Source: an optimization exercise on an open RTL-to-GDS flow (aim: small area, a short achievable clock period and few clock cycles). Production flows keep margins and buffers that such runs may drop.
Where RTL was checked, it was by simulation tests only, not by an equivalence proof against the original.
No activity file was given, so power comes from the tool's default toggle rates.

==> flow/design.v (excerpt) <==
module pgc_units (
    input  wire        clk,
    input  wire        rst,           
    input  wire        cmd_valid,
    output wire        cmd_ready,
    input  wire [3:0]  cmd_op,
    input  wire [31:0] cmd_opa,
    output reg         rsp_valid,
    output reg         rsp_refused,
    output wire [31:0] rsp_res
);
For scale: roughly 1100 cells after synthesis, about 110 flip-flops, ~11000 um^2 of cells after synthesis.
Settings: LEC_CHECK=0, CAP_MARGIN=20, CORE_MARGIN=2, CORE_UTILIZATION=40, SLEW_MARGIN=20; clock period 8.0 ns.
run.sh (not shown) runs the stock make flow with config.mk's settings and CLKGATE_MAP_FILE= SYNTH_SCRIPT=/design/flow/synth_recipe.tcl, a recipe that flattens the netlist after the stock synthesis.
Change:
Settings changed: SETUP_SLACK_MARGIN set to 3.
The new run completed with no timing, DRC or antenna violations; sequential share of layout area shrinks by 1.3 points; cell count grows by 4.3%; worst setup slack gets better by 810 ps; maximum frequency grows by 17%.
No run of this note included a check of the RTL's function; only the layout flow was run.

---

## alpha
pgc_units, a different RTL version from the one above (not shown whole).
Size: about 1000 cells after synthesis, ~74 I/O pins, ~12000 µm² of cells after synthesis.
## pgc_units
module pgc_units (
    input  wire        clk,
    input  wire        rst,           
    input  wire        cmd_valid,
    output wire        cmd_ready,
    input  wire [3:0]  cmd_op,
    input  wire [31:0] cmd_opa,
    output reg         rsp_valid,
    output reg         rsp_refused,
    output reg  [31:0] rsp_res
);
export LEC_CHECK = 0
export CAP_MARGIN = 20
export CORE_MARGIN = 2
export CORE_UTILIZATION = 40
export SETUP_SLACK_MARGIN = 5
export SLEW_MARGIN = 20
create_clock -name core_clock -period 8.0 [get_ports {clk}]
Here is what was changed in the inputs of beta compared with alpha.
Settings: SETUP_SLACK_MARGIN now 4.5, was 5; CTS_BUF_LIST now sky130_fd_sc_hd__clkbuf_4 sky130_fd_sc_hd__clkbuf_8, previously not set.
Findings:
beta against alpha; clock network power is down by more than 10%.
When the final numbers for alpha and beta were put side by side, the part of the total power dissipated in the clock network turned out to be greater in alpha.
Compared with alpha, in beta share of post-route cells with drive strength above 1 went down 8.6 points; count of multi-input combinational gates held; met2 usage in global routing went down 1.4 points.
Summary of beta over alpha: final cycle utilization of the critical path +0.31 points; area taken by flip-flops and latches closely matched the old numbers; core utilization has decreased; global-route usage now smaller; area of the placeable core level.
Comparing alpha and beta, the higher total met3 wirelength after detailed routing was measured on beta.
No run of this note included a check of the RTL's function; only the layout flow was run.

---

Another version of the RTL of pgc_units (not shown whole).
For scale: ~980 cells after synthesis, roughly 74 I/O pins.
==> flow/design.v (excerpt) <==
module pgc_units (
    input  wire        clk,
    input  wire        rst,           
    input  wire        cmd_valid,
    output wire        cmd_ready,
    input  wire [3:0]  cmd_op,
    input  wire [31:0] cmd_opa,
    output reg         rsp_valid,
    output reg         rsp_refused,
    output reg  [31:0] rsp_res
);
Settings: LEC_CHECK=0, CAP_MARGIN=20, CORE_MARGIN=2, CORE_UTILIZATION=40, CTS_BUF_LIST=sky130_fd_sc_hd__clkbuf_4 sky130_fd_sc_hd__clkbuf_8, SETUP_SLACK_MARGIN=5, SLEW_MARGIN=20, SYNTH_HIERARCHICAL=1; clock period 8.0 ns.
Testbench counts at the start, summed over its fixed seeds: cycles 25,286.
Change:
==> flow/flow/run.sh (new file) <==
#!/bin/bash
# The standard layout, with one change: the buffer that buffer_ports puts on
# every input and output port is the smallest plain buffer (buf_1) rather
# than the one it picks by default. Each port still gets its own buffer.
set -euo pipefail
export BUFFER_PORTS_ARGS="-buffer_cell sky130_fd_sc_hd__buf_1"
bash standard.sh > standard.log 2>&1
==> flow/standard.sh (new file) <==
#!/bin/bash
# synth_recipe.tcl (not shown) runs the flow's synth.tcl, then flattens the netlist and writes it again
# the make line also repeats each setting of config.mk as NAME=value (left out here)
make -C /OpenROAD-flow-scripts/flow DESIGN_CONFIG=/design/flow/config.mk WORK_HOME=/design/flow/orfs CLKGATE_MAP_FILE= SYNTH_SCRIPT=/design/flow/synth_recipe.tcl "${@:-finish}"
CORE_UTILIZATION = 55   (was 40)
removed: flow/run.sh
=>
- The new run passed the timing, DRC and antenna checks
- sequential share of layout area came out higher by 1.9 points
- flip-flop and latch count does not change
- wire length went down by 3.8%
- first-iteration DRC count went up by 21%
- synthesized cell count stays the same
- critical path depth rose by 2
- die area falls by 27%
- clock power came out lower by about 3%
- power shrinks by 1.4%

---

Setup of rev 12:
pgc_units, a different RTL version from the one above (not shown whole).
Size: ~1000 cells after synthesis, ~180 flip-flops, ~74 I/O pins, about 12000 um^2 of cells after synthesis.
// pgc_units
module pgc_units (
    input  wire        clk,
    input  wire        rst,           
    input  wire        cmd_valid,
    output wire        cmd_ready,
    input  wire [3:0]  cmd_op,
    input  wire [31:0] cmd_opa,
    output reg         rsp_valid,
    output reg         rsp_refused,
    output reg  [31:0] rsp_res
);
==> flow/config.mk <==
export PLATFORM = sky130hd
export DESIGN_NAME = pgc_units
export DESIGN_NICKNAME = pgc_units
export VERILOG_FILES = /design/flow/design.v
export SDC_FILE = /design/flow/constraint.sdc
export NUM_CORES = 4
export LEC_CHECK = 0
export CAP_MARGIN = 20
export CORE_MARGIN = 2
export CORE_UTILIZATION = 40
export CTS_BUF_LIST = sky130_fd_sc_hd__clkbuf_4 sky130_fd_sc_hd__clkbuf_8
export SETUP_SLACK_MARGIN = 5
export SLEW_MARGIN = 20
export SYNTH_HIERARCHICAL = 1
==> flow/constraint.sdc <==
create_clock -name core_clock -period 8.0 [get_ports {clk}]
set_input_delay 1.6000 -clock core_clock [delete_from_list [all_inputs] [get_ports {clk}]]
set_output_delay 1.6000 -clock core_clock [all_outputs]
set_load 0.01 [all_outputs]
standard.sh (not shown) runs the stock make flow with config.mk's settings and CLKGATE_MAP_FILE= SYNTH_SCRIPT=/design/flow/synth_recipe.tcl, a recipe that flattens the netlist after the stock synthesis.
==> flow/flow/run.sh <==
#!/bin/bash
# The standard layout, with one change: the buffer that buffer_ports puts on
# every input and output port is the smallest plain buffer (buf_1) rather
# than the one it picks by default. Each port still gets its own buffer.
set -euo pipefail
export BUFFER_PORTS_ARGS="-buffer_cell sky130_fd_sc_hd__buf_1"
bash standard.sh > standard.log 2>&1
#### Input delta (rev 13 over rev 12)
==> flow/flow/run.sh <==
#!/bin/bash
set -euo pipefail
export BUFFER_PORTS_ARGS="-buffer_cell sky130_fd_sc_hd__buf_1"
bash standard.sh SETUP_SLACK_MARGIN=5.6 finish > standard.log 2>&1
Sort rev 13 and rev 12 by minimum clock period, ascending, and rev 13 comes first.
Re average wire per standard cell: rev 13 and rev 12 aren't equal, and the lower value belongs to rev 12.
Number of vias after detailed routing went up by more than 10% going from rev 12 to rev 13.
Lower number of global-route vias before repair goes to rev 12 over rev 13.
Rev 13 ends up with a worst-margin pin slew that is 320 ps lower than in rev 12.
In the flow results for rev 13 and rev 12, the growth of design area from synthesis to finish is smaller on rev 12.
No functional check of the RTL was part of any run of this note.

---

pgc_units, a different RTL version from the one above (not shown whole).
For scale: roughly 990 cells after synthesis, ~110 flip-flops, roughly 0.010 mm² of cells after synthesis.
// pgc_units
module pgc_units (
    input  wire        clk,
    input  wire        rst,           
    input  wire        cmd_valid,
    output wire        cmd_ready,
    input  wire [3:0]  cmd_op,
    input  wire [31:0] cmd_opa,
    output reg         rsp_valid,
    output reg         rsp_refused,
    output reg  [31:0] rsp_res
);
clock: 8.0 ns
lec_check: 0
cap_margin: 20
core_margin: 2
core_utilization: 40
cts_buf_list: sky130_fd_sc_hd__clkbuf_4 sky130_fd_sc_hd__clkbuf_8
setup_slack_margin: 3
slew_margin: 20
run.sh (not shown) runs the stock make flow with config.mk's settings and CLKGATE_MAP_FILE= SYNTH_SCRIPT=/design/flow/synth_recipe.tcl, a recipe that flattens the netlist after the stock synthesis.
Stock flow here: none of the scripts above is used.
Testbench counts at the start, summed over its fixed seeds: cycles 21,117.
Edit:
--- a/flow/config.mk
+++ b/flow/config.mk
@@ -10,4 +10,5 @@
 export CORE_UTILIZATION = 40
 export CTS_BUF_LIST = sky130_fd_sc_hd__clkbuf_4 sky130_fd_sc_hd__clkbuf_8
-export SETUP_SLACK_MARGIN = 3
+export CTS_CLUSTER_SIZE = 20
+export SETUP_SLACK_MARGIN = 2.5
 export SLEW_MARGIN = 20
The changed run passed the timing, DRC and antenna checks.
Non-clock buffer count came out lower by 30.
Global-route usage decreases by 0.28 points.
Design area came out lower by 4.7%.
Total power goes down by 9.5%.
Via count decreases by 2.6%.
Sequential power is about the same.
Routed wire length decreases by 3.0%.
Worst setup slack got worse by 240 ps.
Register-to-register slack loses 240 ps.

---

pgc_units with an RTL version that a note above also has.
For scale: about 980 cells after synthesis, about 180 flip-flops, ~74 I/O pins, ~0.012 mm^2 of cells after synthesis.
==> flow/config.mk <==
export PLATFORM = sky130hd
export DESIGN_NAME = pgc_units
export DESIGN_NICKNAME = pgc_units
export VERILOG_FILES = /design/flow/design.v
export SDC_FILE = /design/flow/constraint.sdc
export NUM_CORES = 4
export LEC_CHECK = 0
export CAP_MARGIN = 20
export CORE_MARGIN = 2
export CORE_UTILIZATION = 40
export CTS_BUF_LIST = sky130_fd_sc_hd__clkbuf_4 sky130_fd_sc_hd__clkbuf_8
export SETUP_SLACK_MARGIN = 5
export SLEW_MARGIN = 20
export SYNTH_HIERARCHICAL = 1
==> flow/constraint.sdc <==
create_clock -name core_clock -period 8.0 [get_ports {clk}]
set_input_delay 1.6000 -clock core_clock [delete_from_list [all_inputs] [get_ports {clk}]]
set_output_delay 1.6000 -clock core_clock [all_outputs]
set_load 0.01 [all_outputs]
standard.sh (not shown) runs the stock make flow with config.mk's settings and CLKGATE_MAP_FILE= SYNTH_SCRIPT=/design/flow/synth_recipe.tcl, a recipe that flattens the netlist after the stock synthesis.
==> flow/flow/run.sh <==
#!/bin/bash
set -euo pipefail
export BUFFER_PORTS_ARGS="-buffer_cell sky130_fd_sc_hd__buf_1"
bash standard.sh SETUP_SLACK_MARGIN=5.3 finish > standard.log 2>&1
Testbench counts at the start, summed over its fixed seeds: cycles 25,286.
Edit:
==> flow/flow/run.sh (replaced) <==
#!/bin/bash
# The standard layout, with one change: the buffer that buffer_ports puts on
# every input and output port is the smallest plain buffer (buf_1) rather
# than the one it picks by default. Each port still gets its own buffer.
set -euo pipefail
export BUFFER_PORTS_ARGS="-buffer_cell sky130_fd_sc_hd__buf_1"
bash standard.sh > standard.log 2>&1
Result: The changed run ran to the end with no violations. Power came out lower by a little under a tenth. Setup slack is better by 0.027 ns. Register-to-register slack improves by 0.03 ns. Wire length falls by a few percent. Count of clock-buffer cells in the layout fell by 3. Hold slack gets better by 0.017 ns. Global-route usage falls by 0.66 points. Area after synthesis stays the same. Clock skew went down by 0.0066 ns. Design area decreases by a little under a tenth.

[port drivers added, routing unchanged]
In the flow no input, the clock included, has a driving cell. The finished layouts below were timed again as built, in two steps. Step 1, drivers: a clkbuf_16 drives clk and a buf_2 each remaining input, both assumed. Step 2, shift: input delay + t, output delay - t, t = (earliest + latest rising clock arrival at the registers) / 2. This alone moves slack from input paths to output paths. a / b / c = no drivers / after step 1 / after step 2; a / b = the first two.
run | t (ns) | setup WS [ns] | pins driven straight from the clock port
the first run of note 1 | 0.452 | 2.310 / 2.310 / 2.310 | 1
the second run of note 1 | 0.454 | 3.122 / 3.122 / 3.122 | 1
alpha | 0.489 | 4.506 / 4.506 / 4.506 | 1
beta | 0.511 | 4.481 / 4.481 / 4.093 | 1
the first run of note 3 | 0.520 | 5.026 / 5.023 / 4.527 | 1
the second run of note 3 | 0.520 | 5.052 / 5.073 / 4.553 | 1
rev 12 | 0.518 | 5.005 / 5.005 / 4.618 | 1
rev 13 | 0.524 | 5.061 / 5.061 / 4.750 | 1
the first run of note 5 | 0.427 | 2.978 / 2.978 / 2.940 | 1
the second run of note 5 | 0.427 | 2.738 / 2.738 / 2.738 | 1
the first run of note 6 | 0.520 | 5.016 / 5.016 / 4.550 | 1
the second run of note 6 | 0.512 | 5.043 / 5.043 / 4.561 | 1
After both steps every run listed still meets setup and hold.
